Context: an optimization exercise on an open-source flow, tuned for small area. The choices shown serve that exercise and are no tape-out recipe. RTL that was checked went through simulation tests only; none was proved equivalent to the original. The RTL of run 6 was laid out without a check of its function. No run shown here takes its clock network from TritonCTS; it comes from the design's own scripts or RTL. The clock input has no modelled driver; a real chip could not lean on it and would need a root buffer or a full tree. No activity file was given, so power comes from the tool's default toggle rates.

==> flow/design.v <==
module umfm_codec (
    input  wire        clk,
    input  wire        rst,
    input  wire        cmd_valid,
    input  wire [3:0]  cmd_op,
    input  wire [31:0] cmd_arg,
    output reg         rsp_valid,
    output wire [31:0] rsp_data,
    output wire        rsp_illegal
);
    localparam [3:0] OP_SETMODE = 4'h1;
    localparam [3:0] OP_RESET   = 4'h2;
    localparam [3:0] OP_ENCBIT  = 4'h3;
    localparam [3:0] OP_ENCBYTE = 4'h4;
    localparam [3:0] OP_ENCWORD = 4'h5;
    localparam [3:0] OP_DECBIT  = 4'h6;
    localparam [3:0] OP_DECW16  = 4'h7;
    localparam [3:0] OP_DECW32  = 4'h8;
    localparam [3:0] OP_SYNCBIT = 4'h9;
    localparam MODE_FM  = 1'b0;
    localparam MODE_POR = MODE_FM;   
    localparam PH_CLOCK = 1'b0;
    localparam PH_DATA  = 1'b1;
    reg       mode;
    reg       last_bit;
    reg       last_phase;
    reg [3:0] sync_progress;
    reg [15:0] r;            
    reg        f_blk;        
    reg        f_wi;         
    wire go      = cmd_valid & ~rst;
    wire c_set   = go & (cmd_op == OP_SETMODE);
    wire c_rst   = go & (cmd_op == OP_RESET);
    wire c_ebit  = go & (cmd_op == OP_ENCBIT);
    wire c_byte  = go & (cmd_op == OP_ENCBYTE);
    wire c_word  = go & (cmd_op == OP_ENCWORD);
    wire c_dbit  = go & (cmd_op == OP_DECBIT);
    wire c_d16   = go & (cmd_op == OP_DECW16);
    wire c_d32   = go & (cmd_op == OP_DECW32);
    wire c_sync  = go & (cmd_op == OP_SYNCBIT);
    wire c_ill   = go & ((cmd_op == 4'h0) | (cmd_op > OP_SYNCBIT));
    wire c_enc   = c_byte | c_word;           
    wire c_dec   = c_d16 | c_d32;             
    wire fm      = (mode == MODE_FM);
    wire bit_in  = cmd_arg[0];
    reg [3:0] sync_next;
    reg       sync_detected;
    always @(*) begin
        sync_next     = sync_progress;
        sync_detected = 1'b0;
        case ({sync_progress, bit_in})
            {4'd0 , 1'b0}: begin sync_next = 4'd0 ; sync_detected = 1'b0; end   
            {4'd0 , 1'b1}: begin sync_next = 4'd9 ; sync_detected = 1'b0; end   
            {4'd9 , 1'b0}: begin sync_next = 4'd2 ; sync_detected = 1'b0; end   
            {4'd9 , 1'b1}: begin sync_next = 4'd9 ; sync_detected = 1'b0; end   
            {4'd2 , 1'b0}: begin sync_next = 4'd4 ; sync_detected = 1'b0; end   
            {4'd2 , 1'b1}: begin sync_next = 4'd9 ; sync_detected = 1'b0; end   
            {4'd4 , 1'b0}: begin sync_next = 4'd8 ; sync_detected = 1'b0; end   
            {4'd4 , 1'b1}: begin sync_next = 4'd9 ; sync_detected = 1'b0; end   
            {4'd8 , 1'b0}: begin sync_next = 4'd0 ; sync_detected = 1'b0; end   
            {4'd8 , 1'b1}: begin sync_next = 4'd1 ; sync_detected = 1'b0; end   
            {4'd1 , 1'b0}: begin sync_next = 4'd3 ; sync_detected = 1'b0; end   
            {4'd1 , 1'b1}: begin sync_next = 4'd9 ; sync_detected = 1'b0; end   
            {4'd3 , 1'b0}: begin sync_next = 4'd7 ; sync_detected = 1'b0; end   
            {4'd3 , 1'b1}: begin sync_next = 4'd9 ; sync_detected = 1'b0; end   
            {4'd7 , 1'b0}: begin sync_next = 4'd8 ; sync_detected = 1'b0; end   
            {4'd7 , 1'b1}: begin sync_next = 4'd15; sync_detected = 1'b0; end   
            {4'd15, 1'b0}: begin sync_next = 4'd14; sync_detected = 1'b0; end   
            {4'd15, 1'b1}: begin sync_next = 4'd9 ; sync_detected = 1'b0; end   
            {4'd14, 1'b0}: begin sync_next = 4'd13; sync_detected = 1'b0; end   
            {4'd14, 1'b1}: begin sync_next = 4'd9 ; sync_detected = 1'b0; end   
            {4'd13, 1'b0}: begin sync_next = 4'd10; sync_detected = 1'b0; end   
            {4'd13, 1'b1}: begin sync_next = 4'd9 ; sync_detected = 1'b0; end   
            {4'd10, 1'b0}: begin sync_next = 4'd0 ; sync_detected = 1'b0; end   
            {4'd10, 1'b1}: begin sync_next = 4'd5 ; sync_detected = 1'b0; end   
            {4'd5 , 1'b0}: begin sync_next = 4'd11; sync_detected = 1'b0; end   
            {4'd5 , 1'b1}: begin sync_next = 4'd9 ; sync_detected = 1'b0; end   
            {4'd11, 1'b0}: begin sync_next = 4'd6 ; sync_detected = 1'b0; end   
            {4'd11, 1'b1}: begin sync_next = 4'd9 ; sync_detected = 1'b0; end   
            {4'd6 , 1'b0}: begin sync_next = 4'd8 ; sync_detected = 1'b0; end   
            {4'd6 , 1'b1}: begin sync_next = 4'd12; sync_detected = 1'b1; end   
            {4'd12, 1'b0}: begin sync_next = 4'd12; sync_detected = 1'b0; end   
            {4'd12, 1'b1}: begin sync_next = 4'd12; sync_detected = 1'b0; end   
            default: ;
        endcase
    end
    reg [15:0] r_next;
    integer k;
    always @(*) begin
        r_next[0] = ((c_ebit | c_dec) & cmd_arg[0])
                  | (c_enc  & last_bit)
                  | (c_dbit & ~last_phase & cmd_arg[0])
                  | (c_sync & sync_detected);
        r_next[1] = (c_ebit & (fm | (~cmd_arg[0] & ~last_bit)))
                  | (c_dbit & ~last_phase)
                  | (c_dec  & cmd_arg[2])
                  | (c_word & cmd_arg[8])
                  | (c_byte & last_bit);
        for (k = 1; k < 8; k = k + 1) begin
            r_next[2*k]   = (c_enc & cmd_arg[k])
                          | (((2*k < 8) ? c_dec : c_d32) & cmd_arg[4*k]);
            r_next[2*k+1] = (c_enc & cmd_arg[8+k])
                          | (((2*k+1 < 8) ? c_dec : c_d32) & cmd_arg[4*k+2]);
        end
    end
    always @(posedge clk) begin
        r           <= r_next;
        f_blk       <= c_enc;
        f_wi        <= c_word | c_ill;
        rsp_valid   <= go;
        if (rst) begin
            mode          <= MODE_POR;
            last_bit      <= 1'b1;
            last_phase    <= PH_DATA;
            sync_progress <= 4'd0;
        end else begin
            if (c_set)
                mode <= cmd_arg[0];
            if (c_set | c_rst) begin
                last_bit      <= 1'b1;
                last_phase    <= PH_DATA;
                sync_progress <= 4'd0;
            end
            if (c_ebit | c_enc)
                last_bit <= cmd_arg[0];
            if (c_dbit)
                last_phase <= ~last_phase;
            if (c_sync)
                sync_progress <= sync_next;
        end
    end
    wire f_word = f_blk & f_wi;              
    assign rsp_illegal = ~f_blk & f_wi;      
    wire [16:0] v = {r[0], r[15], r[13], r[11], r[9], r[7], r[5], r[3],
                     r[1], r[14], r[12], r[10], r[8],
                     r[6], r[4], r[2], last_bit};
    reg [31:0] rd;
    always @(*) begin
        for (k = 0; k < 8; k = k + 1) begin
            rd[2*k]   = (k == 0 && f_blk) ? last_bit : r[2*k];
            rd[2*k+1] = f_blk ? (fm | (~v[k] & ~v[k+1])) : r[2*k+1];
        end
        for (k = 8; k < 16; k = k + 1) begin
            rd[2*k]   = f_word & v[k];
            rd[2*k+1] = f_word & (fm | (~v[k] & ~v[k+1]));
        end
    end
    assign rsp_data = rd;
endmodule
==> flow/flow/run.sh <==
#!/bin/bash
# Own layout flow: the standard ORFS flow (standard.sh) with these changes:
#  - after the standard synthesis, the gates between the registers are
#    re-mapped with a stronger ABC script, several seeds, keeping the
#    smallest (flow/resyn_best.sh, flow/resyn.sh); the registers are
#    untouched, and each new netlist is proven equivalent before it is used;
#  - each port gets the smallest buffer (buf_1);
#  - the clock tree is a few clock buffers fed from the clock port, one per
#    cluster of registers (flow/manual_cts.tcl);
#  - power recovery after global routing downsizes non-critical gates.
# Each tool writes its full output to a log file in this folder (and ORFS's
# own logs under orfs/logs/).
set -euo pipefail
here=$(pwd)
R=$here/orfs/results/sky130hd/umfm_codec/base
export BUFFER_PORTS_ARGS="-buffer_cell sky130_fd_sc_hd__buf_1"
export PRE_CTS_TCL=$here/flow/manual_cts.tcl
export MANUAL_CTS_BUF=${MANUAL_CTS_BUF:-sky130_fd_sc_hd__clkbuf_4}
export MANUAL_CTS_N=${MANUAL_CTS_N:-3}
export RECOVER_POWER=100

bash standard.sh synth > standard_synth.log 2>&1
cp $R/1_2_yosys.v $here/standard_1_2_yosys.v
if bash flow/resyn_best.sh $here/standard_1_2_yosys.v $here/resyn/out.v $here/resyn > resyn.log 2>&1; then
  cp $here/resyn/out.v $R/1_2_yosys.v
  echo "resyn: using the re-mapped netlist" >> resyn.log
else
  echo "resyn: failed, keeping the standard netlist" >> resyn.log
fi
bash standard.sh finish > standard_flow.log 2>&1
==> flow/flow/cutregs.py <==
#!/usr/bin/env python3
"""cutregs.py IN.v OUT.v: turn a flat mapped sky130hd netlist (as Yosys writes it)
into a purely combinational module: each flip-flop instance is removed, its Q
net driven from a new input q__<n> and its D net sent to a new output d__<n>,
where <n> is derived from the instance name. Registers of two netlists with the
same instance names then line up port for port."""
import re, sys

src = open(sys.argv[1]).read()
inst_re = re.compile(r'^\s*(sky130_fd_sc_hd__(?:df|edf|sdf|sedf)\w*)\s+(\\\S+|\w+)\s*\((.*?)\);\s*$', re.S | re.M)
regs = []
def repl(m):
    cell, name, body = m.group(1), m.group(2), m.group(3)
    pins = dict(re.findall(r'\.(\w+)\(([^()]*)\)', body))
    key = re.sub(r'[^A-Za-z0-9_]', '_', name.lstrip('\\'))
    regs.append((key, pins))
    return ''
body = inst_re.sub(repl, src)
ports_in = []
ports_out = []
assigns = []
for key, pins in regs:
    for p, net in pins.items():
        net = net.strip()
        if net.startswith('\\'):
            net += ' '
        if p in ('Q', 'Q_N'):
            ports_in.append(f'q__{key}_{p}')
            assigns.append(f'  assign {net} = q__{key}_{p};')
        elif p == 'CLK':
            continue
        else:
            ports_out.append(f'd__{key}_{p}')
            assigns.append(f'  assign d__{key}_{p} = {net};')
m = re.search(r'module\s+(\w+)\s*\((.*?)\);', body, re.S)
hdr = m.group(2).strip()
newports = ', '.join(ports_in + ports_out)
decl = ''.join(f'  input {p};\n' for p in ports_in) + ''.join(f'  output {p};\n' for p in ports_out)
body = body[:m.start()] + f'module {m.group(1)}({hdr}, {newports});\n' + decl + body[m.end():]
body = body.replace('endmodule', '\n'.join(assigns) + '\nendmodule', 1)
open(sys.argv[2], 'w').write(body)
print(len(regs), 'registers cut')
==> flow/flow/manual_cts.tcl <==
rename clock_tree_synthesis orig_clock_tree_synthesis
proc clock_tree_synthesis {args} {
  set cell $::env(MANUAL_CTS_BUF)
  set k $::env(MANUAL_CTS_N)
  set block [ord::get_db_block]
  set dbu [$block getDbUnitsPerMicron]
  set net [$block findNet clk]
  set pins {}
  set px {}
  set py {}
  foreach it [$net getITerms] {
    set bb [[$it getInst] getBBox]
    lappend pins "[[$it getInst] getName]/[[$it getMTerm] getName]"
    lappend px [expr {([$bb xMin] + [$bb xMax]) / 2.0 / $dbu}]
    lappend py [expr {([$bb yMin] + [$bb yMax]) / 2.0 / $dbu}]
  }
  set n [llength $pins]
  # k-means, seeded along x
  set order [lsort -real -indices $px]
  set cx {}; set cy {}
  for {set c 0} {$c < $k} {incr c} {
    set i [lindex $order [expr {int(($c + 0.5) * $n / $k)}]]
    lappend cx [lindex $px $i]; lappend cy [lindex $py $i]
  }
  for {set iter 0} {$iter < 50} {incr iter} {
    set asg {}
    for {set i 0} {$i < $n} {incr i} {
      set best 0; set bd 1e30
      for {set c 0} {$c < $k} {incr c} {
        set d [expr {abs([lindex $px $i] - [lindex $cx $c]) + abs([lindex $py $i] - [lindex $cy $c])}]
        if {$d < $bd} {set bd $d; set best $c}
      }
      lappend asg $best
    }
    for {set c 0} {$c < $k} {incr c} {
      set sx 0; set sy 0; set m 0
      for {set i 0} {$i < $n} {incr i} {
        if {[lindex $asg $i] == $c} {set sx [expr {$sx + [lindex $px $i]}]; set sy [expr {$sy + [lindex $py $i]}]; incr m}
      }
      if {$m > 0} {lset cx $c [expr {$sx / $m}]; lset cy $c [expr {$sy / $m}]}
    }
  }
  for {set c 0} {$c < $k} {incr c} {
    set lp {}
    for {set i 0} {$i < $n} {incr i} {
      if {[lindex $asg $i] == $c} {lappend lp [get_pins [lindex $pins $i]]}
    }
    if {[llength $lp] == 0} continue
    puts "manual CTS: $cell for [llength $lp] sinks at ([lindex $cx $c], [lindex $cy $c])"
    insert_buffer -buffer_cell $cell -net clk -load_pins $lp -location [list [lindex $cx $c] [lindex $cy $c]] -buffer_name clkbuf_leaf_$c -net_name clknet_leaf_$c
  }
  set_propagated_clock [all_clocks]
}
==> flow/flow/resyn.abc <==
strash; &get -n; &deepsyn -S @SEED@ -T 30; &dch -f; &nf -R 1000; &put; mfs3 -a; topo
==> flow/flow/resyn.sh <==
#!/bin/bash
# resyn.sh IN.v OUT.v WORKDIR SCRIPT: re-map the combinational logic of a
# mapped sky130hd netlist with the ABC script SCRIPT. Sequential cells are
# kept as they are (same instances, names and cell types); only the gates
# between them are rebuilt, and the result is proven equal to IN.
set -euo pipefail
IN=$1; OUT=$2; W=$3; SCRIPT=$4
here=$(cd "$(dirname "$0")" && pwd)
LIB=${FLOW_HOME:-/OpenROAD-flow-scripts/flow}/platforms/sky130hd/lib/sky130_fd_sc_hd__tt_025C_1v80.lib
DONT="-dont_use *probe* -dont_use *lpflow* -dont_use sky130_fd_sc_hd__clkdly* -dont_use sky130_fd_sc_hd__dlygate* -dont_use sky130_fd_sc_hd__dlymetal* -dont_use sky130_fd_sc_hd__fa_* -dont_use sky130_fd_sc_hd__ha_* -dont_use sky130_fd_sc_hd__fah*"
SEQ="sky130_fd_sc_hd__df* sky130_fd_sc_hd__edf* sky130_fd_sc_hd__sdf* sky130_fd_sc_hd__sedf* sky130_fd_sc_hd__dl* sky130_fd_sc_hd__conb_1"
mkdir -p $W
# 1. cells -> generic gates, registers kept as library cells
cat > $W/resyn_flat.ys <<EOT
read_liberty -ignore_miss_func $LIB
blackbox $SEQ
read_verilog $IN
hierarchy -top umfm_codec
flatten
opt_clean -purge
select umfm_codec
write_verilog -selected -noattr $W/flat.v
EOT
yosys -s $W/resyn_flat.ys > $W/resyn_flat.log 2>&1
# 2. re-map the gates
cat > $W/resyn_map.ys <<EOT
read_liberty -lib $LIB
read_verilog $W/flat.v
hierarchy -top umfm_codec
techmap
opt -fast
tee -o $W/stat_before.txt stat -liberty $LIB
abc -liberty $LIB $DONT -script $SCRIPT
opt_clean -purge
hilomap -singleton -hicell sky130_fd_sc_hd__conb_1 HI -locell sky130_fd_sc_hd__conb_1 LO
splitnets
opt_clean -purge
tee -o $W/stat_after.txt stat -liberty $LIB
check -assert -mapped
write_verilog -noattr -nohex -nodec $OUT
EOT
yosys -s $W/resyn_map.ys > $W/resyn_map.log 2>&1
# 3. prove the new netlist equals the old one: cut both at the registers
#    (paired by instance name) and prove the logic between them equal by SAT
python3 $here/cutregs.py $IN $W/gold_cut.v > $W/cutregs.log
python3 $here/cutregs.py $OUT $W/gate_cut.v >> $W/cutregs.log
cat > $W/resyn_equiv.ys <<EOT
read_liberty -ignore_miss_func $LIB
read_verilog $W/gold_cut.v
rename umfm_codec gold
read_verilog $W/gate_cut.v
rename umfm_codec gate
hierarchy -check
flatten gold gate
opt_clean -purge
miter -equiv -flatten -make_assert gold gate miter
hierarchy -top miter
sat -verify -prove-asserts miter
EOT
yosys -s $W/resyn_equiv.ys > $W/resyn_equiv.log 2>&1
grep -q "SUCCESS" $W/resyn_equiv.log
grep "Chip area" $W/stat_before.txt $W/stat_after.txt
grep "SAT proof" $W/resyn_equiv.log
==> flow/flow/resyn_best.sh <==
#!/bin/bash
# resyn_best.sh IN.v OUT.v WORKDIR: run resyn.sh with eight ABC seeds, four
# at a time, and keep the smallest netlist proven equal to IN.
# Exits non-zero if no candidate was proven equal to IN.
set -uo pipefail
IN=$1; OUT=$2; W=$3
here=$(cd "$(dirname "$0")" && pwd)
mkdir -p $W
best=""; best_area=""
round() {
  local src=$1 tag=$2 seeds=$3
  for s in $seeds; do
    mkdir -p $W/$tag$s
    sed "s/@SEED@/$s/" $here/resyn.abc > $W/$tag$s/script.abc
    bash $here/resyn.sh $src $W/$tag$s/out.v $W/$tag$s $W/$tag$s/script.abc > $W/$tag$s/resyn.log 2>&1 &
  done
  wait
  for s in $seeds; do
    d=$W/$tag$s
    if grep -q "SUCCESS" $d/resyn_equiv.log 2>/dev/null && [[ -s $d/out.v ]]; then
      a=$(awk '/Chip area/ {print $NF}' $d/stat_after.txt)
      echo "$tag$s: $a" >> $W/summary.txt
      if [[ -z "$best_area" ]] || awk "BEGIN{exit !($a < $best_area)}"; then best=$d/out.v; best_area=$a; fi
    else
      echo "$tag$s: failed" >> $W/summary.txt
    fi
  done
}
round $IN a "1 2 3 4"
round $IN b "5 6 7 8"
[[ -n "$best" ]] || exit 1
echo "best: $best ($best_area)" >> $W/summary.txt
cp $best $OUT
==> flow/standard.sh <==
#!/bin/bash
# synth_recipe.tcl (not shown) runs the flow's synth.tcl, then flattens the netlist and writes it again
# the make line also repeats each setting of config.mk as NAME=value (left out here)
make -C /OpenROAD-flow-scripts/flow DESIGN_CONFIG=/design/flow/config.mk WORK_HOME=/design/flow/orfs CLKGATE_MAP_FILE= SYNTH_SCRIPT=/design/flow/synth_recipe.tcl "${@:-finish}"
==> flow/config.mk <==
export PLATFORM = sky130hd
export DESIGN_NAME = umfm_codec
export DESIGN_NICKNAME = umfm_codec
export VERILOG_FILES = /design/flow/design.v
export SDC_FILE = /design/flow/constraint.sdc
export NUM_CORES = 4
export LEC_CHECK = 0
export ABC_AREA = 1
export CAP_MARGIN = 20
export CORE_AREA = 2.3 2.72 62.56 62.56
export DIE_AREA = 0 0 65 65
export SLEW_MARGIN = 20
==> flow/constraint.sdc <==
create_clock -name core_clock -period 5.0 [get_ports {clk}]
set_input_delay 1.0000 -clock core_clock [delete_from_list [all_inputs] [get_ports {clk}]]
set_output_delay 1.0000 -clock core_clock [all_outputs]
set_load 0.01 [all_outputs]
==> flow_metrics.tcl, run 1 <==
set metrics [dict create \
    grt_antenna_before_repair 0 \
    cp.arrival_ps 1900 \
    track_usage_pct 14.9 \
    cp-start-kind "register" \
    initial_utilization_pct 33.0 \
    worstReg2RegEnd "sync_progress[1]" \
    num_antenna_cells 0 \
    postCtsSetupBuffers 0 \
    die_w_um 65 \
    io_pins 73 \
    worst_skew_pair.late_latency_ps 140 \
    drt_iter0_markers 43 \
    switching_power_mw 0.0746 \
    peakVddDrop_v 0.0000809 \
    internal_power_mw 0.256 \
    path_max_fanout 20 \
    min-delay-start "last_phase" \
    numPortBuffers 64 \
    drc 0 \
    place_hpwl_um 2490 \
    core_area_mm2 0.00361 \
    final_common_cell "buf_1" \
    worst_setup_path_end_kind "output port" \
    fin_util_pct 42.0 \
    first_pass_iters 4 \
    grt_pass1_vias 1085 \
    period_minus_slack_ps 2900 \
    cp_slowest_stage_delay_ps 680 \
    area_delta_synth_final_pct 27.5 \
    place_ws_ps 2310 \
    finalHoldViolCount 0 \
    grt_start_max_net_pins 21 \
    crit_path_cell_trace "nand2_1 -> or2_0 -> o31ai_1 -> buf_1" \
    fin_total_pwr_mw 0.331 \
    setup_slack_ps 2100 \
    clkTransAtPathRegs_ps 80 \
    relSlewSlack_pct 43.8 \
    postRouteAntennaNets 0 \
    gp_congestion 0.842 \
    layout_common_cells "buf_1 (63), dfxtp_1 (26), nor2_1 (17)" \
    p_seq_share_pct 65.6 \
    p_sw_share_pct 22.6 \
    p_leak_nw 0.563 \
    period_share_pct 57.9 \
    clkPwrFrac_pct 23.4 \
    reg2reg_slack_ps 3710 \
    fin_nets 241 \
    netlist_instances 132 \
    cts_hold_buf 0 \
    dp.cells 245 \
    hold_depth 2 \
    grt_setup_unrepaired "no" \
    grt.overflow.total 0 \
    rows 22 \
    tns_ps 0 \
    synthesis.area_mm2 0.00119 \
    worstPathRequired_ps 4000 \
    yosys_warnings 1 \
    worstMarginPinSlew_ps 842 \
    slowest_stage "dfxtp_1" \
    skew_ps 10.3 \
    dieHeight_um 65 \
    routed_via_density 5.13 \
    dr_total_vias 1271 \
    grt_pass1_wl_um 5230 \
    slew_violations 0 \
    die_area_mm2 0.00423 \
    min_to "last_phase" \
    drt-total-wl_um 3250 \
    wl_per_cell_um 13.1 \
    outcome "finished clean" \
    cts-resized-gates 0 \
    pwr_density_cell_mw_per_mm2 218 \
    critical_path_class "reg -> out" \
    comb_power_share_pct 11.0 \
    synthesis.nets 171 \
    rr_startpoint "sync_progress[0]" \
    final-instance-count-excl-fill 248 \
    fmax_mhz 345 \
    final-setup-viol-count 0 \
    drive_above_1_share_pct 1.50 \
    drv_cap 0 \
    syn-mean-instance-area_um2 9.00 \
    r2r_cells 5 \
    hp-class "reg -> reg" \
]
==> final cells by class, without the clock buffers <==
class	count	area [um2]
fill	387	2090
inverter	1	3.75
timing repair buffer	65	244
tap	48	60.1
multi-input combinational	105	664
sequential	26	520
==> power groups by stage <==
stage / combinational [mW] / clock, mW / sequential (mW)
2_1_floorplan: 0.0172 / 0 / 0.221
3_3_place_gp: 0.0363 / 0 / 0.221
3_5_place_dp: 0.0363 / 0 / 0.222
4_1_cts: 0.0365 / 0.0800 / 0.217
5_1_grt: 0.0407 / 0.0896 / 0.218
6_report: 0.0365 / 0.0774 / 0.217
==> sequential cells by signal, summed over array words and instances, names as in the netlist <==
| register | cells |
|---|---|
| last_bit | 1 |
| r | 16 |
| last_phase | 1 |
| sync_progress | 4 |
| f_blk | 1 |
| rsp_valid | 1 |
| mode | 1 |
| f_wi | 1 |
==> worst max-delay path, delay by kind of cell (launching register included) <==
| kind | cells | cell delay, ps |
|---|---|---|
| AO/OA/AOI/OAI | 1 | 140 |
| buffers and inverters | 1 | 180 |
| flip-flops | 1 | 680 |
| AND/OR/NAND/NOR | 2 | 750 |
==> layer usage <==
metal  part of all wire (%)  global-route usage (%)  vias to the layer above
met5                      0                       0                        -
met4                    1.0                    1.33                        0
met3                    7.6                    2.26                        3
met2                     44                    24.1                       42
met1                     47                    21.7                      573
li1                       -                       -                      653
==> worst max-delay path by stage <==
stage / from / to / slack (ps)
6_report: f_blk / rsp_data[21] / 2100
5_1_grt: f_blk / rsp_data[21] / 1860
4_1_cts: f_blk / rsp_data[27] / 2140
3_5_place_dp: f_blk / rsp_data[27] / 2310
3_3_place_gp: f_blk / rsp_data[27] / 2300
2_1_floorplan: rst / r[0] / 2570
==> per-stage QoR <==
| stage | instance area (um2) | hold WS [ps] |
|---|---|---|
| floorplan | 1190 | 465 |
| global placement | 1500 | 487 |
| detailed placement | 1500 | 489 |
| CTS | 1520 | 511 |
| global route | 1520 | 582 |
| finish | 1520 | 508 |
==> inputs of run 2 (changes only) <==
--- a/flow/flow/run.sh
+++ b/flow/flow/run.sh
@@ -15,8 +15,9 @@
 R=$here/orfs/results/sky130hd/umfm_codec/base
 export BUFFER_PORTS_ARGS="-buffer_cell sky130_fd_sc_hd__buf_1"
 export PRE_CTS_TCL=$here/flow/manual_cts.tcl
-export MANUAL_CTS_BUF=${MANUAL_CTS_BUF:-sky130_fd_sc_hd__clkbuf_4}
-export MANUAL_CTS_N=${MANUAL_CTS_N:-3}
+export MANUAL_CTS_SIZES="sky130_fd_sc_hd__clkbuf_2 sky130_fd_sc_hd__clkbuf_4 sky130_fd_sc_hd__clkbuf_8 sky130_fd_sc_hd__clkbuf_16"
+export MANUAL_CTS_N=3
+export MANUAL_CTS_SLEW_NS=0.115
 export RECOVER_POWER=100
 
 bash standard.sh synth > standard_synth.log 2>&1
==> flow/flow/manual_cts.tcl (replaced) <==
rename clock_tree_synthesis orig_clock_tree_synthesis
proc clock_tree_synthesis {args} {
  set sizes $::env(MANUAL_CTS_SIZES)
  set k $::env(MANUAL_CTS_N)
  set target $::env(MANUAL_CTS_SLEW_NS)
  set block [ord::get_db_block]
  set dbu [$block getDbUnitsPerMicron]
  set net [$block findNet clk]
  set pins {}
  set px {}
  set py {}
  foreach it [$net getITerms] {
    set bb [[$it getInst] getBBox]
    lappend pins "[[$it getInst] getName]/[[$it getMTerm] getName]"
    lappend px [expr {([$bb xMin] + [$bb xMax]) / 2.0 / $dbu}]
    lappend py [expr {([$bb yMin] + [$bb yMax]) / 2.0 / $dbu}]
  }
  set n [llength $pins]
  set cap [expr {($n + $k - 1) / $k + 1}]
  # k-means, seeded along x, with at most cap registers per cluster
  set order [lsort -real -indices $px]
  set cx {}; set cy {}
  for {set c 0} {$c < $k} {incr c} {
    set i [lindex $order [expr {int(($c + 0.5) * $n / $k)}]]
    lappend cx [lindex $px $i]; lappend cy [lindex $py $i]
  }
  for {set iter 0} {$iter < 50} {incr iter} {
    # assign registers in order of how strongly they prefer their best cluster
    set pref {}
    for {set i 0} {$i < $n} {incr i} {
      set ds {}
      for {set c 0} {$c < $k} {incr c} {
        lappend ds [expr {abs([lindex $px $i] - [lindex $cx $c]) + abs([lindex $py $i] - [lindex $cy $c])}]
      }
      set sorted [lsort -real $ds]
      set gap [expr {$k > 1 ? [lindex $sorted 1] - [lindex $sorted 0] : 0}]
      lappend pref [list $i $gap $ds]
    }
    set asg [lrepeat $n 0]
    set fill [lrepeat $k 0]
    foreach item [lsort -real -decreasing -index 1 $pref] {
      lassign $item i gap ds
      set best -1; set bd 1e30
      for {set c 0} {$c < $k} {incr c} {
        if {[lindex $fill $c] >= $cap} continue
        if {[lindex $ds $c] < $bd} {set bd [lindex $ds $c]; set best $c}
      }
      lset asg $i $best
      lset fill $best [expr {[lindex $fill $best] + 1}]
    }
    for {set c 0} {$c < $k} {incr c} {
      set sx 0; set sy 0; set m 0
      for {set i 0} {$i < $n} {incr i} {
        if {[lindex $asg $i] == $c} {set sx [expr {$sx + [lindex $px $i]}]; set sy [expr {$sy + [lindex $py $i]}]; incr m}
      }
      if {$m > 0} {lset cx $c [expr {$sx / $m}]; lset cy $c [expr {$sy / $m}]}
    }
  }
  set bufs {}
  for {set c 0} {$c < $k} {incr c} {
    set lp {}
    for {set i 0} {$i < $n} {incr i} {
      if {[lindex $asg $i] == $c} {lappend lp [get_pins [lindex $pins $i]]}
    }
    if {[llength $lp] == 0} continue
    set name clkbuf_leaf_$c
    puts "manual CTS: [llength $lp] sinks at ([lindex $cx $c], [lindex $cy $c])"
    insert_buffer -buffer_cell [lindex $sizes 0] -net clk -load_pins $lp \
      -location [list [lindex $cx $c] [lindex $cy $c]] -buffer_name $name -net_name clknet_leaf_$c
    lappend bufs $name
  }
  set_propagated_clock [all_clocks]
  # upsize each buffer until its registers' clock slew meets the target
  foreach b [$block getInsts] {
    set bn [$b getName]
    if {![string match clkbuf_leaf_* $bn]} continue
    set out [$b findITerm X]
    set si 0
    while {1} {
      estimate_parasitics -placement
      set mx 0
      foreach it [[$out getNet] getITerms] {
        if {[$it isOutputSignal]} continue
        set p [get_pins "[[$it getInst] getName]/[[$it getMTerm] getName]"]
        set s [get_property $p slew_max]
        if {$s > $mx} {set mx $s}
      }
      puts "manual CTS: $bn [[$b getMaster] getName] max sink slew $mx"
      if {$mx <= $target || $si >= [llength $sizes] - 1} break
      incr si
      replace_cell [get_cells $bn] [lindex $sizes $si]
    }
  }
}
==> flow_metrics.tcl, run 2 <==
set metrics [dict create \
    dr_total_vias 1271 \
    rows 22 \
    internal_power_mw 0.256 \
    wl_per_cell_um 13.0 \
    relSlewSlack_pct 44.2 \
    place_hpwl_um 2490 \
    comb_power_share_pct 11.1 \
    switching_power_mw 0.0734 \
    routed_via_density 5.13 \
    min-delay-start "last_phase" \
    slew_violations 0 \
    die_area_mm2 0.00423 \
    top_register "r" \
    numPortBuffers 64 \
    die_w_um 65 \
    critical_path_class "reg -> out" \
    tns_ps 0 \
    top_regs "r: 16 flops, sync_progress: 4 flops" \
    grt.overflow.total 0 \
    grt_setup_unrepaired "no" \
    synthesis.area_mm2 0.00119 \
    grt_pass1_wl_um 5240 \
    finalHoldViolCount 0 \
    clkTransAtPathRegs_ps 80 \
    period_minus_slack_ps 2900 \
    grt_start_max_net_pins 21 \
    netlist_instances 132 \
    syn-mean-instance-area_um2 9.00 \
    clkPwrFrac_pct 23.1 \
    drt-total-wl_um 3230 \
    first_pass_iters 4 \
    rr_startpoint "sync_progress[0]" \
    cts_hold_buf 0 \
    skew_ps 5.77 \
    worst_setup_path_end_kind "output port" \
    fillerInstances 388 \
    largest_reg_flops 16 \
    drv_cap 0 \
    fin_nets 241 \
    core_area_mm2 0.00361 \
    drc 0 \
    pwr_density_cell_mw_per_mm2 217 \
    reg2reg_slack_ps 3710 \
    p_sw_share_pct 22.3 \
    period_share_pct 57.9 \
    cts-resized-gates 0 \
    yosys_warnings 1 \
    initial_utilization_pct 33.0 \
    track_usage_pct 14.9 \
    gp_congestion 0.842 \
    grt_pass1_vias 1090 \
    cp-start-kind "register" \
    hold_slack_ps 513 \
    grt_antenna_before_repair 0 \
    fmax_mhz 345 \
    io_pins 73 \
    hp-class "reg -> reg" \
    drt_iter0_markers 38 \
    final-setup-viol-count 0 \
    final_common_cell "buf_1" \
    p_leak_nw 0.563 \
    num_antenna_cells 0 \
    worst_skew_pair.late_latency_ps 150 \
    postCtsSetupBuffers 0 \
    layout_common_cells "buf_1 (63), dfxtp_1 (26), nor2_1 (17)" \
    area_delta_synth_final_pct 27.5 \
    postRouteAntennaNets 0 \
    dieHeight_um 65 \
    path_max_fanout 20 \
    drive_above_1_share_pct 1.50 \
    cp.arrival_ps 1900 \
    p_seq_share_pct 65.8 \
    critPathLaunch "f_blk" \
    worstMarginPinSlew_ps 838 \
    outcome "finished clean" \
    worstPathRequired_ps 4000 \
    synthesis.nets 171 \
    peakVddDrop_v 0.0000744 \
]
run 2: layer usage:
metal  global-route usage (%)  part of all wire, %
met2                     24.4                   45
met4                     1.33                  1.1
met5                        0                    0
met1                     21.5                   47
met3                     2.26                  7.2
run 2: power groups by stage:
stage / Clock [mW] / Combinational (mW) / Sequential, mW
final: 0.0762 / 0.0364 / 0.217
after global routing: 0.0904 / 0.0407 / 0.218
after CTS: 0.0803 / 0.0365 / 0.217
after detailed placement: 0 / 0.0363 / 0.222
after global placement: 0 / 0.0363 / 0.221
after floorplan: 0 / 0.0172 / 0.221
run 2: cell type report, without the clock buffers:
| class | count | area (um2) | share of cell area, % |
|---|---|---|---|
| multi-input cells | 105 | 664 | 43.8 |
| flip-flops and latches | 26 | 520 | 34.4 |
| repair buffers | 65 | 244 | 16.1 |
| inverters | 1 | 3.75 | 0.248 |
| well taps | 48 | 60.1 | 3.96 |
run 2: final timing paths:
check,cells past startpoint,to
worst max register to register,5,sync_progress[1]
worst min-delay path,2,last_phase
worst max-delay path,4,rsp_data[21]
worst min register to register,2,last_phase
run 2: metrics by stage:
step | std cells | utilization (%) | area, um2 | setup WS, ps | power (mW)
5_1_grt | 248 | 42.0 | 1520 | 1860 | 0.349
3_5_place_dp | 245 | 41.5 | 1500 | 2310 | 0.258
6_report | 248 | 42.0 | 1520 | 2100 | 0.329
2_1_floorplan | 132 | - | 1190 | 2570 | 0.238
4_1_cts | 248 | 42.1 | 1520 | 2140 | 0.333
3_3_place_gp | 245 | 41.5 | 1500 | 2300 | 0.258
run 2: worst max-delay path: stages (launching register included):
cell	delay, ps
dfxtp_1	680
nand2_1	320
or2_0	430
o31ai_1	140
buf_1	180
==> inputs of run 3 (changes only) <==
--- a/flow/flow/run.sh
+++ b/flow/flow/run.sh
@@ -6,7 +6,8 @@
 #    untouched, and each new netlist is proven equivalent before it is used;
 #  - each port gets the smallest buffer (buf_1);
 #  - the clock tree is a few clock buffers fed from the clock port, one per
-#    cluster of registers (flow/manual_cts.tcl);
+#    cluster of registers, each the smallest that keeps the estimated clock
+#    slew at its registers under MANUAL_CTS_SLEW_NS (flow/manual_cts.tcl);
 #  - power recovery after global routing downsizes non-critical gates.
 # Each tool writes its full output to a log file in this folder (and ORFS's
 # own logs under orfs/logs/).
--- a/flow/config.mk
+++ b/flow/config.mk
@@ -9,4 +9,5 @@
 export CAP_MARGIN = 20
 export CORE_AREA = 2.3 2.72 62.56 62.56
 export DIE_AREA = 0 0 65 65
+export PLACE_DENSITY = 0.8
 export SLEW_MARGIN = 20
==> flow_metrics.tcl, run 3 <==
set metrics [dict create \
    grt_pass1_wl_um 4930 \
    hold_depth 2 \
    skew_ps 23.0 \
    top_regs "r: 16 flops, sync_progress: 4 flops" \
    area_delta_synth_final_pct 27.5 \
    cts_hold_buf 0 \
    postRouteAntennaNets 0 \
    relSlewSlack_pct 52.6 \
    fin_nets 241 \
    grt_pass1_vias 1110 \
    die_w_um 65 \
    postCtsSetupBuffers 0 \
    outcome "finished clean" \
    yosys_warnings 1 \
    drc 0 \
    slowest_stage "dfxtp_1" \
    tns_ps 0 \
    path_max_fanout 20 \
    first_pass_iters 4 \
    fillerInstances 385 \
    critical_path_class "reg -> out" \
    initial_utilization_pct 33.0 \
    grt_antenna_before_repair 0 \
    core_area_mm2 0.00361 \
    fin_util_pct 42.0 \
    netlist_instances 132 \
    period_minus_slack_ps 2950 \
    critPathLaunch "f_blk" \
    rr_startpoint "sync_progress[0]" \
    grt_setup_unrepaired "no" \
    worst_skew_pair.late_latency_ps 160 \
    largest_reg_flops 16 \
    top_register "r" \
    gp_congestion 0.813 \
    final_common_cell "buf_1" \
    num_antenna_cells 0 \
    worstMarginPinSlew_ps 708 \
    fmax_mhz 339 \
    crit_buf_inv 1 \
    peakVddDrop_v 0.0000904 \
    hp-class "reg -> reg" \
    finalHoldViolCount 0 \
    reg2reg_slack_ps 3660 \
    wl_per_cell_um 13.0 \
    die_area_mm2 0.00423 \
    worstReg2RegEnd "sync_progress[1]" \
    drt-total-wl_um 3230 \
    synthesis.nets 171 \
    hold_slack_ps 508 \
    path_delay_family "simple AND/OR/NAND/NOR gates" \
    numPortBuffers 64 \
    cp-start-kind "register" \
    io_pins 73 \
    cp.arrival_ps 1950 \
    layout_common_cells "buf_1 (63), dfxtp_1 (26), nor2_1 (17)" \
    r2r_cells 5 \
    grt_start_max_net_pins 21 \
    track_usage_pct 14.1 \
    drv_cap 0 \
    cp_slowest_stage_delay_ps 700 \
    routed_via_density 5.17 \
    grt.overflow.total 0 \
    p_leak_nw 0.563 \
    crit_path_cell_trace "nand2_1 -> or2_0 -> o31ai_1 -> buf_1" \
    cts-resized-gates 0 \
    crit_cells 4 \
    clkTransAtPathRegs_ps 100 \
    pwr_density_cell_mw_per_mm2 219 \
    dieHeight_um 65 \
    place_hpwl_um 2530 \
    worst_setup_path_end_kind "output port" \
    final-setup-viol-count 0 \
    slew_violations 0 \
    drt_iter0_markers 48 \
    drive_above_1_share_pct 1.50 \
    period_share_pct 59.0 \
    worstPathRequired_ps 4000 \
    dr_total_vias 1283 \
    syn-mean-instance-area_um2 9.00 \
    synthesis.area_mm2 0.00119 \
    crit_end "rsp_data[29]" \
    rows 22 \
]
## run 3: tightest hold or removal path, stage by stage, from the launching register on
cell,delay [ps]
dfxtp_1,350
xnor2_1,80
nand2_1,60
## run 3: how the worst min path moves through the flow
stage                      end  slack, ps  startpoint
floorplan           last_phase        470  last_phase
global placement    last_phase        480  last_phase
detailed placement  last_phase        490  last_phase
CTS                 last_phase        510  last_phase
global route        last_phase        540  last_phase
finish              last_phase        510  last_phase
## run 3: layout make-up, without the clock buffers
| type | count | area, um2 | area share [%] |
|---|---|---|---|
| inverters | 1 | 3.75 | 0.248 |
| repair buffers | 65 | 244 | 16.1 |
| multi-input cells | 105 | 664 | 43.8 |
| flip-flops and latches | 26 | 520 | 34.4 |
| well taps | 48 | 60.1 | 3.96 |
## run 3: per-stage QoR
step	power [mW]	std cells	instance area, um2	worst slack [ps]
2_1_floorplan	0.238	132	1190	2570
3_3_place_gp	0.257	244	1490	2110
3_5_place_dp	0.258	245	1500	2280
4_1_cts	0.335	248	1520	2080
5_1_grt	0.346	248	1520	1800
6_report	0.332	248	1520	2050
## run 3: where the power goes
group / switching (mW) / total (mW) / internal [mW]
registers: 0.00503 / 0.216 / 0.211
logic: 0.0208 / 0.0365 / 0.0157
clock network: 0.0502 / 0.0789 / 0.0287
total: 0.0760 / 0.332 / 0.256
## run 3: metal layers
layer / up-vias / share of wire (%) / GRT usage [%]
met5: - / 0 / 0
met4: 0 / 1.2 / 2.39
met3: 4 / 5.0 / 1.04
met2: 38 / 49 / 24.1
met1: 591 / 45 / 19.8
li1: 650 / - / -
==> inputs of run 4 (changes only) <==
--- a/flow/config.mk
+++ b/flow/config.mk
@@ -9,5 +9,4 @@
 export CAP_MARGIN = 20
 export CORE_AREA = 2.3 2.72 62.56 62.56
 export DIE_AREA = 0 0 65 65
-export PLACE_DENSITY = 0.8
 export SLEW_MARGIN = 20
==> flow_metrics.tcl, run 4 <==
set metrics [dict create \
    outcome "finished clean" \
    reg2reg_slack_ps 3710 \
    rows 22 \
    place_hpwl_um 2490 \
    core_area_mm2 0.00361 \
    p_sw_share_pct 22.3 \
    finalHoldViolCount 0 \
    clkTransAtPathRegs_ps 80 \
    layout_common_cells "buf_1 (63), dfxtp_1 (26), nor2_1 (17)" \
    final_common_cell "buf_1" \
    period_share_pct 57.9 \
    comb_power_share_pct 11.1 \
    netlist_instances 132 \
    die_w_um 65 \
    top_regs "r: 16 flops, sync_progress: 4 flops" \
    rr_startpoint "sync_progress[0]" \
    synthesis.area_mm2 0.00119 \
    clkPwrFrac_pct 23.1 \
    postCtsSetupBuffers 0 \
    track_usage_pct 14.9 \
    relSlewSlack_pct 44.2 \
    hp-class "reg -> reg" \
    drt_iter0_markers 38 \
    fin_nets 241 \
    fillerInstances 388 \
    grt_setup_unrepaired "no" \
    drv_cap 0 \
    io_pins 73 \
    grt_pass1_vias 1090 \
    seq_area_um2 520 \
    dp.cells 245 \
    drc 0 \
    switching_power_mw 0.0734 \
    path_max_fanout 20 \
    cts_hold_buf 0 \
    cp.arrival_ps 1900 \
    area_delta_synth_final_pct 27.5 \
    skew_ps 5.77 \
    tns_ps 0 \
    routed_via_density 5.13 \
    largest_reg_flops 16 \
    worstMarginPinSlew_ps 838 \
    grt_pass1_wl_um 5240 \
    grt_antenna_before_repair 0 \
    crit_end "rsp_data[21]" \
    worst_setup_path_end_kind "output port" \
    drt-total-wl_um 3230 \
    postRouteAntennaNets 0 \
    p_leak_nw 0.563 \
    p_seq_share_pct 65.8 \
    worst_skew_pair.late_latency_ps 150 \
    die_area_mm2 0.00423 \
    internal_power_mw 0.256 \
    place_ws_ps 2310 \
    pwr_density_cell_mw_per_mm2 217 \
    worstPathRequired_ps 4000 \
    multi_input_area_um2 664 \
    period_minus_slack_ps 2900 \
    setup_slack_ps 2100 \
    fin_util_pct 42.0 \
    final-instance-count-excl-fill 248 \
    grt.overflow.total 0 \
    critical_path_class "reg -> out" \
    cp-start-kind "register" \
    drive_above_1_share_pct 1.50 \
    yosys_warnings 1 \
    final-setup-viol-count 0 \
    grt_start_max_net_pins 21 \
    wl_met1_um 1510 \
    fmax_mhz 345 \
    routed-wl-met2_um 1450 \
    dieHeight_um 65 \
    fin_total_pwr_mw 0.329 \
    synthesis.nets 171 \
    r2r_cells 5 \
    initial_utilization_pct 33.0 \
    dr.max_layer_used "met4" \
    cts-resized-gates 0 \
    wl_per_cell_um 13.0 \
    slew_violations 0 \
    critPathLaunch "f_blk" \
    gp_congestion 0.842 \
    top_register "r" \
    syn-mean-instance-area_um2 9.00 \
    numPortBuffers 64 \
    num_antenna_cells 0 \
    met3_length_um 232 \
    dr_total_vias 1271 \
    peakVddDrop_v 0.0000744 \
    first_pass_iters 4 \
    worstReg2RegEnd "sync_progress[1]" \
]
==> run 4: layer usage <==
layer	GRT usage [%]	up-vias
li1	-	653
met1	21.5	570
met2	24.4	44
met3	2.26	4
met4	1.33	0
met5	0	-
==> run 4: power groups by stage <==
| stage | registers, mW | clock network [mW] | logic (mW) |
|---|---|---|---|
| finish | 0.217 | 0.0762 | 0.0364 |
| CTS | 0.217 | 0.0803 | 0.0365 |
| detailed placement | 0.222 | 0 | 0.0363 |
| global placement | 0.221 | 0 | 0.0363 |
| global route | 0.218 | 0.0904 | 0.0407 |
| floorplan | 0.221 | 0 | 0.0172 |
==> run 4: worst min path at each step <==
stage / start / to / slack (ps) / cells past startpoint
after floorplan: last_phase / last_phase / 470 / 2
after global placement: last_phase / last_phase / 490 / 2
after detailed placement: last_phase / last_phase / 490 / 2
after CTS: last_phase / last_phase / 520 / 2
after global routing: last_bit / last_bit / 590 / 2
final: last_phase / last_phase / 510 / 2
==> run 4: cell type report, without the clock buffers <==
| class | count | share of cell area (%) |
|---|---|---|
| inverters | 1 | 0.248 |
| flip-flops and latches | 26 | 34.4 |
| repair buffers | 65 | 16.1 |
| multi-input cells | 105 | 43.8 |
| well taps | 48 | 3.96 |
==> run 4: through the flow <==
stage / instance area, um2 / hold WS, ps
detailed placement: 1500 / 489
global route: 1520 / 586
floorplan: 1190 / 465
CTS: 1520 / 516
finish: 1520 / 513
global placement: 1500 / 487
==> run 4: worst max-delay path, stage by stage, from the launching register on <==
cell and delay (ps):
dfxtp_1 680, nand2_1 320, or2_0 430, o31ai_1 140, buf_1 180
==> inputs of run 5 (changes only) <==
--- a/flow/flow/resyn_best.sh
+++ b/flow/flow/resyn_best.sh
@@ -1,5 +1,5 @@
 #!/bin/bash
-# resyn_best.sh IN.v OUT.v WORKDIR: run resyn.sh with eight ABC seeds, four
+# resyn_best.sh IN.v OUT.v WORKDIR: run resyn.sh with sixteen ABC seeds, four
 # at a time, and keep the smallest netlist proven equal to IN.
 # Exits non-zero if no candidate was proven equal to IN.
 set -uo pipefail
@@ -28,6 +28,8 @@
 }
 round $IN a "1 2 3 4"
 round $IN b "5 6 7 8"
+round $IN c "9 10 11 12"
+round $IN d "13 14 15 16"
 [[ -n "$best" ]] || exit 1
 echo "best: $best ($best_area)" >> $W/summary.txt
 cp $best $OUT
==> flow_metrics.tcl, run 5 <==
set metrics [dict create \
    outcome "finished clean" \
    path_delay_family "simple AND/OR/NAND/NOR gates" \
    final_common_cell "buf_1" \
    critical_path_class "reg -> out" \
    grt_pass1_vias 1090 \
    io_pins 73 \
    cp.arrival_ps 1900 \
    worst_skew_pair.late_latency_ps 150 \
    dpl_cell_area_mm2 0.00150 \
    drc 0 \
    fin_nets 241 \
    crit_path_cell_trace "nand2_1 -> or2_0 -> o31ai_1 -> buf_1" \
    gp_congestion 0.842 \
    cts-resized-gates 0 \
    period_minus_slack_ps 2900 \
    top_regs "r: 16 flops, sync_progress: 4 flops" \
    drv_cap 0 \
    synthesis.area_mm2 0.00119 \
    fin_util_pct 42.0 \
    syn-mean-instance-area_um2 9.00 \
    core_area_mm2 0.00361 \
    synthesis.nets 171 \
    peakVddDrop_v 0.0000744 \
    routed_via_density 5.13 \
    drt-total-wl_um 3230 \
    final-setup-viol-count 0 \
    numPortBuffers 64 \
    tns_ps 0 \
    cp_slowest_stage_delay_ps 680 \
    seq_area_um2 520 \
    clkTransAtPathRegs_ps 80 \
    dieHeight_um 65 \
    place_hpwl_um 2490 \
    drive_above_1_share_pct 1.50 \
    skew_ps 5.77 \
    final_cell_area_mm2 0.00152 \
    initial_utilization_pct 33.0 \
    fmax_mhz 345 \
    postCtsSetupBuffers 0 \
    p_leak_nw 0.563 \
    worstMarginPinSlew_ps 838 \
    die_area_mm2 0.00423 \
    wl_per_cell_um 13.0 \
    cts_hold_buf 0 \
    first_pass_iters 4 \
    slew_violations 0 \
    pwr_density_cell_mw_per_mm2 217 \
    multi_input_area_um2 664 \
    period_share_pct 57.9 \
    grt_start_max_net_pins 21 \
    drt_iter0_markers 38 \
    grt_setup_unrepaired "no" \
    top_register "r" \
    grt.overflow.total 0 \
    yosys_warnings 1 \
    hold_slack_ps 513 \
    slowest_stage "dfxtp_1" \
    fillerInstances 388 \
    netlist_instances 132 \
    crit_buf_inv 1 \
    rows 22 \
    dr_total_vias 1271 \
    die_w_um 65 \
    relSlewSlack_pct 44.2 \
    area_delta_synth_final_pct 27.5 \
    largest_reg_flops 16 \
    path_max_fanout 20 \
    worstPathRequired_ps 4000 \
    track_usage_pct 14.9 \
    finalHoldViolCount 0 \
    setup_slack_ps 2100 \
    cp-start-kind "register" \
    layout_common_cells "buf_1 (63), dfxtp_1 (26), nor2_1 (17)" \
    grt_pass1_wl_um 5240 \
    num_antenna_cells 0 \
    postRouteAntennaNets 0 \
    grt_antenna_before_repair 0 \
    place_ws_ps 2310 \
    hp-class "reg -> reg" \
    worst_setup_path_end_kind "output port" \
]
==> run 5: where the power goes <==
group | internal, mW | switching [mW] | total, mW
clock | 0.0287 | 0.0475 | 0.0762
combinational | 0.0157 | 0.0207 | 0.0364
sequential | 0.211 | 0.00521 | 0.217
total | 0.256 | 0.0734 | 0.329
==> run 5: layout make-up, without the clock buffers <==
cell class,instances,share of cell area [%]
Inverter,1,0.248
Tap cell,48,3.96
Timing Repair Buffer,65,16.1
Sequential cell,26,34.4
Multi-Input combinational cell,105,43.8
==> run 5: path summary, 6_finish.rpt <==
kind / startpoint / to / slack [ps] / cells past startpoint
max: f_blk / rsp_data[21] / 2100 / 4
min: last_phase / last_phase / 510 / 2
max reg2reg: sync_progress[0] / sync_progress[1] / 3710 / 5
min reg2reg: last_phase / last_phase / 510 / 2
==> run 5: tightest hold or removal path: stages (launching register included) <==
cell and delay, ps:
dfxtp_1 350, xnor2_1 80, nand2_1 60
==> run 5: metrics by stage <==
| stage | total power, mW | instances |
|---|---|---|
| after CTS | 0.333 | 248 |
| after floorplan | 0.238 | 132 |
| after global routing | 0.349 | 248 |
| after detailed placement | 0.258 | 245 |
| after global placement | 0.258 | 245 |
| final | 0.329 | 248 |
==> run 5: per-layer routing <==
layer / routed length (um) / vias up / global-route usage, %
met5: 0 / - / 0
met4: 34 / 0 / 1.33
met3: 232 / 4 / 2.26
met2: 1450 / 44 / 24.4
met1: 1510 / 570 / 21.5
li1: - / 653 / -
==> inputs of run 6 (changes only) <==
--- a/flow/design.v
+++ b/flow/design.v
@@ -99,7 +99,7 @@
         for (k = 1; k < 8; k = k + 1) begin
             r_next[2*k]   = (c_enc & cmd_arg[k])
                           | (((2*k < 8) ? c_dec : c_d32) & cmd_arg[4*k]);
-            r_next[2*k+1] = (c_enc & cmd_arg[8+k])
+            r_next[2*k+1] = (c_enc & cmd_arg[(k == 3) ? 14 : (k == 6) ? 11 : 8+k])
                           | (((2*k+1 < 8) ? c_dec : c_d32) & cmd_arg[4*k+2]);
         end
     end
@@ -131,7 +131,7 @@
     end
     wire f_word = f_blk & f_wi;              
     assign rsp_illegal = ~f_blk & f_wi;      
-    wire [16:0] v = {r[0], r[15], r[13], r[11], r[9], r[7], r[5], r[3],
+    wire [16:0] v = {r[0], r[15], r[7], r[11], r[9], r[13], r[5], r[3],
                      r[1], r[14], r[12], r[10], r[8],
                      r[6], r[4], r[2], last_bit};
     reg [31:0] rd;
--- a/flow/flow/resyn_best.sh
+++ b/flow/flow/resyn_best.sh
@@ -1,5 +1,5 @@
 #!/bin/bash
-# resyn_best.sh IN.v OUT.v WORKDIR: run resyn.sh with sixteen ABC seeds, four
+# resyn_best.sh IN.v OUT.v WORKDIR: run resyn.sh with eight ABC seeds, four
 # at a time, and keep the smallest netlist proven equal to IN.
 # Exits non-zero if no candidate was proven equal to IN.
 set -uo pipefail
@@ -28,8 +28,6 @@
 }
 round $IN a "1 2 3 4"
 round $IN b "5 6 7 8"
-round $IN c "9 10 11 12"
-round $IN d "13 14 15 16"
 [[ -n "$best" ]] || exit 1
 echo "best: $best ($best_area)" >> $W/summary.txt
 cp $best $OUT
==> flow_metrics.tcl, run 6 <==
set metrics [dict create \
    outcome "finished clean" \
    first_pass_iters 4 \
    rows 22 \
    largest_reg_flops 16 \
    track_usage_pct 14.6 \
    min-delay-start "last_phase" \
    dpl_cell_area_mm2 0.00151 \
    path_max_fanout 9 \
    synthesis.nets 173 \
    drv_cap 0 \
    io_pins 73 \
    dp.cells 247 \
    worst_skew_pair.late_latency_ps 140 \
    period_share_pct 59.8 \
    hp-class "reg -> reg" \
    cts-resized-gates 0 \
    gp_congestion 0.821 \
    die_area_mm2 0.00423 \
    area_delta_synth_final_pct 27.2 \
    grt_start_max_net_pins 21 \
    top_regs "r: 16 flops, sync_progress: 4 flops" \
    clkTransAtPathRegs_ps 80 \
    routed_via_density 5.12 \
    syn-mean-instance-area_um2 8.95 \
    period_minus_slack_ps 2990 \
    fin_util_pct 42.3 \
    grt_antenna_before_repair 0 \
    drive_above_1_share_pct 1.49 \
    relSlewSlack_pct 28.0 \
    final-instance-count-excl-fill 250 \
    place_hpwl_um 2450 \
    drc 0 \
    cp-start-kind "input pin" \
    cp.arrival_ps 3030 \
    netlist_instances 134 \
    synthesis.area_mm2 0.00120 \
    grt_setup_unrepaired "no" \
    postCtsSetupBuffers 0 \
    die_w_um 65 \
    worstMarginPinSlew_ps 1080 \
    wl_per_cell_um 12.7 \
    worstPathRequired_ps 5040 \
    layout_common_cells "buf_1 (63), dfxtp_1 (26), nor2_1 (21)" \
    critical_path_class "in -> reg" \
    grt_pass1_vias 1107 \
    final_common_cell "buf_1" \
    worst_setup_path_end_kind "register" \
    final_cell_area_mm2 0.00153 \
    min_to "last_phase" \
    setup_slack_ps 2010 \
    pwr_density_cell_mw_per_mm2 217 \
    p_leak_nw 0.551 \
    finalHoldViolCount 0 \
    cts_hold_buf 0 \
    fin_nets 243 \
    drt_iter0_markers 61 \
    dieHeight_um 65 \
    grt_pass1_wl_um 5150 \
    worstReg2RegEnd "sync_progress[1]" \
    tns_ps 0 \
    core_area_mm2 0.00361 \
    yosys_warnings 1 \
    drt-total-wl_um 3180 \
    rr_startpoint "sync_progress[0]" \
    num_antenna_cells 0 \
    reg2reg_slack_ps 3720 \
    postRouteAntennaNets 0 \
    r2r_cells 4 \
    top_register "r" \
    fmax_mhz 335 \
    skew_ps 0.337 \
    hold_depth 2 \
    numPortBuffers 64 \
    dr_total_vias 1281 \
    slew_violations 0 \
    initial_utilization_pct 33.3 \
    peakVddDrop_v 0.000145 \
    final-setup-viol-count 0 \
    grt.overflow.total 0 \
    place_ws_ps 2080 \
]
run 6: where the power goes:
part	switching, mW	leakage [nW]	internal, mW
combinational	0.0213	0.326	0.0165
clock	0.0478	0.0138	0.0287
sequential	0.00523	0.211	0.212
run 6: routing by layer:
layer	vias up	GRT usage, %	wire [um]
met3	3	2.60	228
li1	654	-	-
met4	0	1.33	38
met2	40	24.9	1440
met5	-	0	0
met1	584	20.0	1470
run 6: worst max path at each step:
| stage | startpoint | endpoint | slack, ps |
|---|---|---|---|
| 4_1_cts | f_blk | rsp_data[27] | 2120 |
| 3_3_place_gp | rst | r[1] | 2060 |
| 6_report | rst | r[1] | 2010 |
| 2_1_floorplan | rst | r[1] | 1910 |
| 5_1_grt | rst | r[1] | 1680 |
| 3_5_place_dp | rst | r[1] | 2080 |
run 6: final cells by class, without the clock buffers:
class                      instances  area, um2
fill                             416       2080
inverter                           2       7.51
multi-input combinational        106        672
sequential                        26        520
tap                               48       60.1
timing repair buffer              65        244
run 6: critical path, cell delays in order:
cell and delay (ps):
buf_1 80, nand2b_1 190, clkinv_1 90, nand2_1 50, nor4_1 160, clkbuf_1 410
a31oi_1 130, nor3b_1 330, nor2_1 210, a221o_1 380
run 6: through the flow:
step                power (mW)  hold WS, ps
floorplan                0.239          463
global placement         0.259          482
detailed placement       0.259          481
CTS                      0.335          507
global route             0.346          534
finish                   0.331          503

-- static timing again, ports no longer ideal --
The flow's constraints put no driver on any port. The routed layouts listed below were extracted and timed again, unchanged, in two steps.
Step 1: set_driving_cell puts a clkbuf_16 on clk and a buf_2 on each other input, an assumption about the parent block.
Step 2 times the ports against the registers' clock, not the clock port: input delays grow and output delays shrink by t, the midpoint of the rising clock arrivals with the driver on.
a / b / c = ideal ports / drivers / drivers and shift; a / b = the first two.
| run | t (ns) | setup WS [ns] | worst setup path at the end | clock arrival spread, ns | slew at the worst register clock pin (ns) |
|---|---|---|---|---|---|
| run 1 | 0.193 | 2.103 / 2.065 / 2.257 | register to output | 0.046 / 0.047 | 0.12 / 0.12 |
| run 2 | 0.186 | 2.103 / 2.066 / 2.252 | register to output | 0.016 / 0.017 | 0.10 / 0.10 |
| run 3 | 0.184 | 2.049 / 2.017 / 2.201 | register to output | 0.023 / 0.024 | 0.10 / 0.10 |
| run 4 | 0.186 | 2.103 / 2.066 / 2.252 | register to output | 0.016 / 0.017 | 0.10 / 0.10 |
| run 5 | 0.186 | 2.103 / 2.066 / 2.252 | register to output | 0.016 / 0.017 | 0.10 / 0.10 |
| run 6 | 0.190 | 2.011 / 2.030 / 1.840 | input to register | 0.013 / 0.014 | 0.10 / 0.10 |
After both steps every run listed still meets setup and hold. The setup slack of run 6, which loses most, moves by +0.019 ns with the drivers and by -0.171 ns with both steps.
